This is an optimization exercise on Yosys and OpenROAD, whose aim is small area, not a production implementation.
Function was checked by simulation only, so behaviour that the tests miss may differ from the original.
Power figures rest on the tool's default switching activity, not on a simulated workload.

## cedar
==> flow/design.v (excerpt) <==
module kachel_core (
    input  wire       clk,
    input  wire       rst,         
    input  wire       tick,        
    input  wire       latch_in,    
    input  wire       ser_done,    
    input  wire [7:0] ser_data,    
    output reg  [7:0] drv_data,    
    output reg        drv_clk,     
    output reg        drv_lat,     
    output reg        drv_blank,   
    output reg        front_sel,   
    output reg  [2:0] bam_step     
);
  localparam [5:0]  T_CLR = 6'd4;      
  localparam [2:0] S_CLR1  = 3'd0,    
                   S_ZERO  = 3'd1,    
                   S_CLR2  = 3'd2,    
                   S_CLAT  = 3'd3,    
                   S_CLR3  = 3'd4,    
                   S_IDLE  = 3'd5,    
                   S_LATW  = 3'd6,    
                   S_SHIFT = 3'd7;    
  reg  [2:0]  seq_state;
  reg  [5:0]  seq_cnt;
  reg         tx_buf;
  reg  [2:0]  tx_plane;
  reg         tx_zero;
  reg         a_zero;
  wire        gie = !drv_blank;      
  reg         tmr_pend;
  reg  [10:0] tmr_cnt;       
  reg  [2:0]  tmr_idx;       
  reg         latch_s, lat_pend;
  reg         ser_flag;
  reg  [7:0]  ser_byte;
  reg         ser_ie, cmd_second;
  reg         cap_q;         
  reg  [1:0]  wp_st;         
  reg  [7:0]  wp_data;
  reg         clr_req;       
  reg  [4:0]  ph;
  wire tx_idle    = (seq_state == S_IDLE);
  wire svc_timer  = gie && tmr_pend && tx_idle;
  wire svc_latch  = gie && lat_pend && !svc_timer;
  wire svc_serial = gie && ser_ie && ser_flag && !svc_timer && !svc_latch;
  wire resync     = svc_serial && cmd_second;
  wire boot_done  = (seq_state == S_CLR3) && (seq_cnt == T_CLR - 6'd1);
  wire capture    = svc_latch && latch_s && ser_flag;
  wire       cnt_full;
  wire [4:0] map_pos;
  wire [5:0] map_lane;
  ...
Size: ~4200 cells after synthesis, roughly 3200 flip-flops, ~28 I/O pins, roughly 0.070 mm2 of cells after synthesis.
clock: 20.0 ns
lec_check: 0
cap_margin: 20
core_margin: 2
core_utilization: 65
gpl_routability_driven: 1
place_density: 0.85
slew_margin: 20
synth_hierarchical: 1
standard.sh (not shown) runs the stock make flow with config.mk's settings and CLKGATE_MAP_FILE= SYNTH_SCRIPT=/design/flow/synth_recipe.tcl, a recipe that flattens the netlist after the stock synthesis.
==> flow/flow/run.sh <==
#!/bin/bash
set -euo pipefail
cd "$(dirname "$0")/.."
W=$(pwd)

# synthesis script: ORFS's synth.tcl with the ABC script swapped, sourced by
# a copy of synth_recipe.tcl
sed "s#^source \$::env(SCRIPTS_DIR)/synth_preamble.tcl\$#&\nset abc_args [lreplace \$abc_args 1 1 $W/flow/abc_area.script]#" \
  "$FLOW_HOME/scripts/synth.tcl" > "$W/synth_area.tcl"
grep -q "abc_area.script" "$W/synth_area.tcl"
sed "s#source \$::env(SCRIPTS_DIR)/synth.tcl#source $W/synth_area.tcl#" \
  "$W/synth_recipe.tcl" > "$W/synth_recipe_area.tcl"
grep -q "synth_area.tcl" "$W/synth_recipe_area.tcl"
sed "s#SYNTH_SCRIPT=[^ ]*#SYNTH_SCRIPT=$W/synth_recipe_area.tcl#" \
  "$W/standard.sh" > "$W/standard_area.sh"
grep -q "synth_recipe_area.tcl" "$W/standard_area.sh"

export CTS_ARGS="-sink_clustering_enable -repair_clock_nets -sink_clustering_size 18 -sink_clustering_max_diameter 40 -buf_list sky130_fd_sc_hd__clkbuf_8 -dont_use_dummy_load"
export BUFFER_PORTS_ARGS="-buffer_cell sky130_fd_sc_hd__buf_1"
bash "$W/standard_area.sh" > "$W/standard.log" 2>&1
==> flow/flow/abc_area.script <==
strash
dc2
dch -f
amap
topo
strash
dch -f
amap
topo
cedar finished end to end and its layout was clean on timing, DRC and antenna.
Changes in tundra relative to cedar:
diff --git a/flow/design.v b/flow/design.v
--- a/flow/design.v
+++ b/flow/design.v
@@ -126,47 +126,51 @@
   reg  [10:0] tmr_cnt;       
   reg  [2:0]  tmr_idx;       
   reg         latch_s, lat_pend;
   reg         ser_flag;
   reg  [7:0]  ser_byte;
   reg         ser_ie, cmd_second;
   reg         cap_q;         
-  reg  [1:0]  wp_st;         
-  reg  [7:0]  wp_data;
+  reg         w_pend;        
+  reg         w_done;        
   reg         clr_req;       
+  reg         fresh;         
   reg  [4:0]  ph;
   wire tx_idle    = (seq_state == S_IDLE);
   wire svc_timer  = gie && tmr_pend && tx_idle;
   wire svc_latch  = gie && lat_pend && !svc_timer;
   wire svc_serial = gie && ser_ie && ser_flag && !svc_timer && !svc_latch;
   wire resync     = svc_serial && cmd_second;
   wire boot_done  = (seq_state == S_CLR3) && (seq_cnt == T_CLR - 6'd1);
   wire capture    = svc_latch && latch_s && ser_flag;
   wire       cnt_full;
   wire [4:0] map_pos;
   wire [5:0] map_lane;
-  wire       wdone;
-  wire       wbusy   = cap_q || (wp_st != 2'd0);
-  wire       clr_now = (svc_serial || clr_req) && (wdone || !wbusy);
+  wire       wpass;                  
+  wire       wreq     = (lat_pend && latch_s && ser_flag) || w_pend;
+  wire       ser_load = ser_done && !(svc_latch ? latch_s : ser_ie);
+  wire       w_end    = w_pend && !cap_q && (w_done || wpass);
+  wire       rx_clear = svc_serial && !fresh;
+  wire       clr_now  = (rx_clear || clr_req) && (w_end || !w_pend);
   kachel_chanmap u_map (
-      .clk(clk), .clr(rst || (cap_q && cnt_full) || clr_now), .inc(wdone),
+      .clk(clk), .clr(rst || (cap_q && cnt_full) || clr_now), .inc(w_end),
       .full(cnt_full), .pos(map_pos), .lane(map_lane));
   wire       in_tx    = (seq_state == S_LATW) ||
                         ((seq_state == S_SHIFT) && (seq_cnt != 6'd63));
   wire       swap_now = cap_q && cnt_full;
   wire       pred_buf = svc_timer ? front_sel : (front_sel ^ swap_now);
   wire [2:0] pred_pl  = (resync ? 3'd0 : bam_step) + 3'd1;
   wire [6:0] nxt      = {1'b0, seq_cnt} + 7'd1;
   wire [4:0] rd_pos   = (seq_state == S_SHIFT) ? nxt[5:1] : 5'd0;
   wire [4:0] rd_slot  = rd_pos + ph;
   wire [5:0] rdata;
   kachel_planebuf u_buf (
       .clk(clk), .ph(ph),
-      .we(wp_st[1]), .wbuf(~front_sel), .wlane(map_lane), .wpos(map_pos),
-      .wdata(wp_data), .wdone(wdone),
+      .we(wreq), .wbuf(~(front_sel ^ cnt_full)), .wlane(map_lane),
+      .wpos(map_pos), .wdata(ser_byte), .wdone(wpass),
       .fbuf(in_tx ? tx_buf : pred_buf), .fplane(in_tx ? tx_plane : pred_pl),
       .ftap(rd_slot[4:2]), .rsel(rd_slot[1:0] + 2'd1), .rdata(rdata));
   wire [7:0] tx_rdata = tx_zero ? 8'h00
                                 : {1'b0, rdata[5:3], 1'b0, rdata[2:0]};
   always @(posedge clk) begin
     if (rst) ph <= 5'd0;
     else     ph <= ph + 5'd1;
@@ -230,15 +234,15 @@
           if (seq_cnt == 6'd63)
             seq_state <= S_IDLE;
         end
       endcase
     end
   end
   always @(posedge clk) begin
-    if (ser_done)
+    if (ser_load)
       ser_byte <= ser_data;
     if (tx_idle && svc_timer) begin
       tx_buf   <= front_sel;
       tx_plane <= bam_step + 3'd1;
       tx_zero  <= a_zero && !front_sel;
     end
   end
@@ -288,16 +292,18 @@
     if (rst) begin
       latch_s    <= latch_in;
       lat_pend   <= 1'b0;
       ser_flag   <= 1'b0;
       ser_ie     <= 1'b0;
       cmd_second <= 1'b0;
       cap_q      <= 1'b0;
-      wp_st      <= 2'd0;
+      w_pend     <= 1'b0;
+      w_done     <= 1'b0;
       clr_req    <= 1'b0;
+      fresh      <= 1'b0;
       front_sel  <= 1'b0;
       a_zero     <= 1'b1;
     end else begin
       if (svc_latch) begin
         lat_pend <= 1'b0;
         if (latch_s) begin
           if (ser_flag)
@@ -314,24 +320,24 @@
       end
       latch_s <= latch_in;
       if (latch_in != latch_s)
         lat_pend <= 1'b1;
       if (ser_done)
         ser_flag <= 1'b1;
       cap_q   <= capture;
-      clr_req <= (svc_serial || clr_req) && !clr_now;
-      if (capture)
-        wp_data <= ser_byte;
-      if (cap_q) begin
-        if (cnt_full) begin
-          front_sel <= ~front_sel;
-          a_zero    <= 1'b0;
-        end
-        wp_st   <= 2'd1;
-      end else if (wp_st[0]) begin
-        wp_st   <= 2'd2;
-      end else if (wdone) begin
-        wp_st   <= 2'd0;
+      clr_req <= (rx_clear || clr_req) && !clr_now;
+      if (boot_done)
+        fresh <= 1'b1;
+      else if (ph == 5'd23)
+        fresh <= 1'b0;
+      if (cap_q && cnt_full) begin
+        front_sel <= ~front_sel;
+        a_zero    <= 1'b0;
       end
+      if (capture)
+        w_pend <= 1'b1;
+      else if (w_end)
+        w_pend <= 1'b0;
+      w_done <= wreq && !w_end && !ser_load && (w_done || wpass);
     end
   end
 endmodule
Findings:
tundra ended with every stage complete and zero timing, DRC or antenna violations.
Diff tundra..cedar | number of setup violations in the final report | unchanged
For utilization, cedar and tundra come out practically identical.
tundra against cedar: relative contribution of combinational cells to total power about even; achievable clock frequency fell 17%; critical path depth rose about 9%.
~same synthesized area divided by synthesized cell count in cedar and tundra
Where overall routed net length is concerned, cedar is better than tundra.


Another version of the RTL of kachel_core (not shown whole).
Size in the first run: roughly 28 I/O pins, about 72,000 sq um of cells after synthesis.
Settings: LEC_CHECK=0, CAP_MARGIN=20, CORE_MARGIN=2, CORE_UTILIZATION=55, CTS_BUF_LIST=sky130_fd_sc_hd__clkbuf_8, CTS_CLUSTER_DIAMETER=100, CTS_CLUSTER_SIZE=16, GPL_ROUTABILITY_DRIVEN=1, PLACE_DENSITY=0.65, SLEW_MARGIN=20, SYNTH_HIERARCHICAL=1; clock period 20.0 ns.
run.sh (not shown) runs the stock make flow with config.mk's settings and CLKGATE_MAP_FILE= SYNTH_SCRIPT=/design/flow/synth_recipe.tcl, a recipe that flattens the netlist after the stock synthesis.
Stock flow here: none of the scripts above is used.
Then changed:
--- a/flow/design.v
+++ b/flow/design.v
@@ -116,25 +116,25 @@
                    S_CLR2  = 3'd2,    
                    S_CLAT  = 3'd3,    
                    S_CLR3  = 3'd4,    
                    S_IDLE  = 3'd5,    
                    S_LATW  = 3'd6,    
                    S_SHIFT = 3'd7;    
   reg  [2:0]  seq_state;
   reg  [5:0]  seq_cnt;
   reg         tx_buf;
   reg  [2:0]  tx_plane;
   reg         tx_zero;
   reg         a_zero;
-  reg         gie;
+  wire        gie = !drv_blank;      
   reg         tmr_pend;
   reg  [10:0] tmr_cnt;       
   reg  [2:0]  tmr_idx;       
   reg         latch_s, lat_pend;
   reg         ser_flag;
   reg  [7:0]  ser_byte;
   reg         ser_ie, cmd_second;
   reg         cap_q;         
   reg  [1:0]  wp_st;         
   reg  [7:0]  wp_data;
   reg         clr_req;       
   reg  [4:0]  ph;
@@ -170,28 +170,24 @@
       .fbuf(in_tx ? tx_buf : pred_buf), .fplane(in_tx ? tx_plane : pred_pl),
       .ftap(rd_slot[4:2]), .rsel(rd_slot[1:0] + 2'd1), .rdata(rdata));
   wire [7:0] tx_rdata = tx_zero ? 8'h00
                                 : {1'b0, rdata[5:3], 1'b0, rdata[2:0]};
   always @(posedge clk) begin
     if (rst) ph <= 5'd0;
     else     ph <= ph + 5'd1;
   end
   always @(posedge clk) begin
     if (rst) begin
       seq_state <= S_CLR1;
       seq_cnt   <= 6'd0;
-      tx_buf    <= 1'b0;
-      tx_plane  <= 3'd0;
-      tx_zero   <= 1'b0;
-      gie       <= 1'b0;
       drv_data  <= 8'h00;
       drv_clk   <= 1'b0;
       drv_lat   <= 1'b0;
       drv_blank <= 1'b1;
     end else begin
       case (seq_state)
         S_CLR1: begin
           seq_cnt <= seq_cnt + 6'd1;
           if (seq_cnt == T_CLR - 6'd1) begin
             seq_cnt   <= 6'd0;
             seq_state <= S_ZERO;
           end
@@ -214,104 +210,109 @@
           end
         end
         S_CLAT: begin
           drv_lat   <= 1'b1;
           seq_state <= S_CLR3;
         end
         S_CLR3: begin
           drv_lat <= 1'b0;
           seq_cnt <= seq_cnt + 6'd1;
           if (boot_done) begin
             seq_cnt   <= 6'd0;
             drv_blank <= 1'b0;
-            gie       <= 1'b1;
             seq_state <= S_IDLE;
           end
         end
         S_IDLE: begin
           drv_clk <= 1'b0;
           if (svc_timer) begin
             drv_lat   <= 1'b1;               
-            tx_buf    <= front_sel;
-            tx_plane  <= bam_step + 3'd1;
-            tx_zero   <= a_zero && !front_sel;
             seq_state <= S_LATW;
           end
         end
         S_LATW: begin
           drv_lat   <= 1'b0;
           seq_cnt   <= 6'd0;
           seq_state <= S_SHIFT;
         end
         S_SHIFT: begin
           if (!seq_cnt[0]) begin
             drv_data <= tx_rdata;
             drv_clk  <= 1'b0;
           end else begin
             drv_clk  <= 1'b1;
           end
           seq_cnt <= seq_cnt + 6'd1;
           if (seq_cnt == 6'd63)
             seq_state <= S_IDLE;
         end
       endcase
     end
   end
+  always @(posedge clk) begin
+    if (ser_done)
+      ser_byte <= ser_data;
+    if (tx_idle && svc_timer) begin
+      tx_buf   <= front_sel;
+      tx_plane <= bam_step + 3'd1;
+      tx_zero  <= a_zero && !front_sel;
+    end
+  end
   reg        pend_n;
-  reg [10:0] cnt_n, reload_n;
+  reg [10:0] cnt_n;
   reg [2:0]  idx_n, step_n;
+  reg [10:0] last;         
   always @(*) begin
     pend_n   = tmr_pend;
     cnt_n    = tmr_cnt;
     idx_n    = tmr_idx;
     step_n   = bam_step;
     if (svc_timer) begin
       pend_n   = 1'b0;
       idx_n    = bam_step;
       step_n   = bam_step + 3'd1;
     end else if (resync) begin
       idx_n    = 3'd0;
       step_n   = 3'd0;
     end
-    reload_n = (11'd16 << idx_n) - 11'd1;
+    last = (11'd16 << idx_n) - 11'd1;
     if (svc_timer || resync)
-      cnt_n = reload_n;
+      cnt_n = 11'd0;
     if (tick && (gie || boot_done)) begin
-      if (cnt_n == 11'd0) begin
-        cnt_n  = reload_n;
+      if ((cnt_n & last) == last) begin
+        cnt_n  = 11'd0;
         pend_n = 1'b1;
       end else begin
-        cnt_n  = cnt_n - 11'd1;
+        cnt_n  = cnt_n + 11'd1;
       end
     end
   end
   always @(posedge clk) begin
     if (rst) begin
       tmr_pend   <= 1'b0;
-      tmr_cnt    <= 11'd15;
+      tmr_cnt    <= 11'd0;
       tmr_idx    <= 3'd0;
       bam_step   <= 3'd0;
     end else begin
       tmr_pend   <= pend_n;
       tmr_cnt    <= cnt_n;
       tmr_idx    <= idx_n;
       bam_step   <= step_n;
     end
   end
   always @(posedge clk) begin
     if (rst) begin
       latch_s    <= latch_in;
       lat_pend   <= 1'b0;
       ser_flag   <= 1'b0;
-      ser_byte   <= 8'h00;
       ser_ie     <= 1'b0;
       cmd_second <= 1'b0;
       cap_q      <= 1'b0;
       wp_st      <= 2'd0;
       clr_req    <= 1'b0;
       front_sel  <= 1'b0;
       a_zero     <= 1'b1;
     end else begin
       if (svc_latch) begin
         lat_pend <= 1'b0;
         if (latch_s) begin
           if (ser_flag)
@@ -320,28 +321,26 @@
         end else begin
           ser_ie     <= 1'b0;
           cmd_second <= 1'b0;
         end
       end
       if (svc_serial) begin
         ser_flag   <= 1'b0;
         cmd_second <= 1'b1;
       end
       latch_s <= latch_in;
       if (latch_in != latch_s)
         lat_pend <= 1'b1;
-      if (ser_done) begin
-        ser_byte <= ser_data;
+      if (ser_done)
         ser_flag <= 1'b1;
-      end
       cap_q   <= capture;
       clr_req <= (svc_serial || clr_req) && !clr_now;
       if (capture)
         wp_data <= ser_byte;
       if (cap_q) begin
         if (cnt_full) begin
           front_sel <= ~front_sel;
           a_zero    <= 1'b0;
         end
         wp_st   <= 2'd1;
       end else if (wp_st[0]) begin
         wp_st   <= 2'd2;
- wire length hardly moves
- final area barely changes
- worst setup slack gets worse by 0.36 ns
- die area is about the same
- via count is lower by 1.1%

[static timing again, ports no longer ideal]
In the flow no input, the clock included, has a driving cell. The finished layouts below were timed again as built, in two steps.
Step 1: set_driving_cell puts a clkbuf_16 on clk and a buf_2 on each other input, an assumption about the parent block.
Step 2 also shifts input and output timing later by t, the mid clock arrival at the registers, as if the neighbouring blocks saw the same clock.
Slacks: no drivers / after step 1 / after step 2; pairs: no drivers / after step 1.
| run | t, ns | setup slack, ns | worst setup path at the end | latest minus earliest clock arrival (ns) |
|---|---|---|---|---|
| cedar | 0.938 | 13.549 / 13.549 / 13.549 | register to register | 0.087 / 0.086 |
| tundra | 0.940 | 12.257 / 12.257 / 12.257 | register to register | 0.157 / 0.158 |
| the first run of note 2 | 1.000 | 13.350 / 13.350 / 13.350 | register to register | 0.044 / 0.043 |
| the second run of note 2 | 0.985 | 12.995 / 12.995 / 12.995 | register to register | 0.066 / 0.066 |
After both steps every run listed still meets setup and hold.
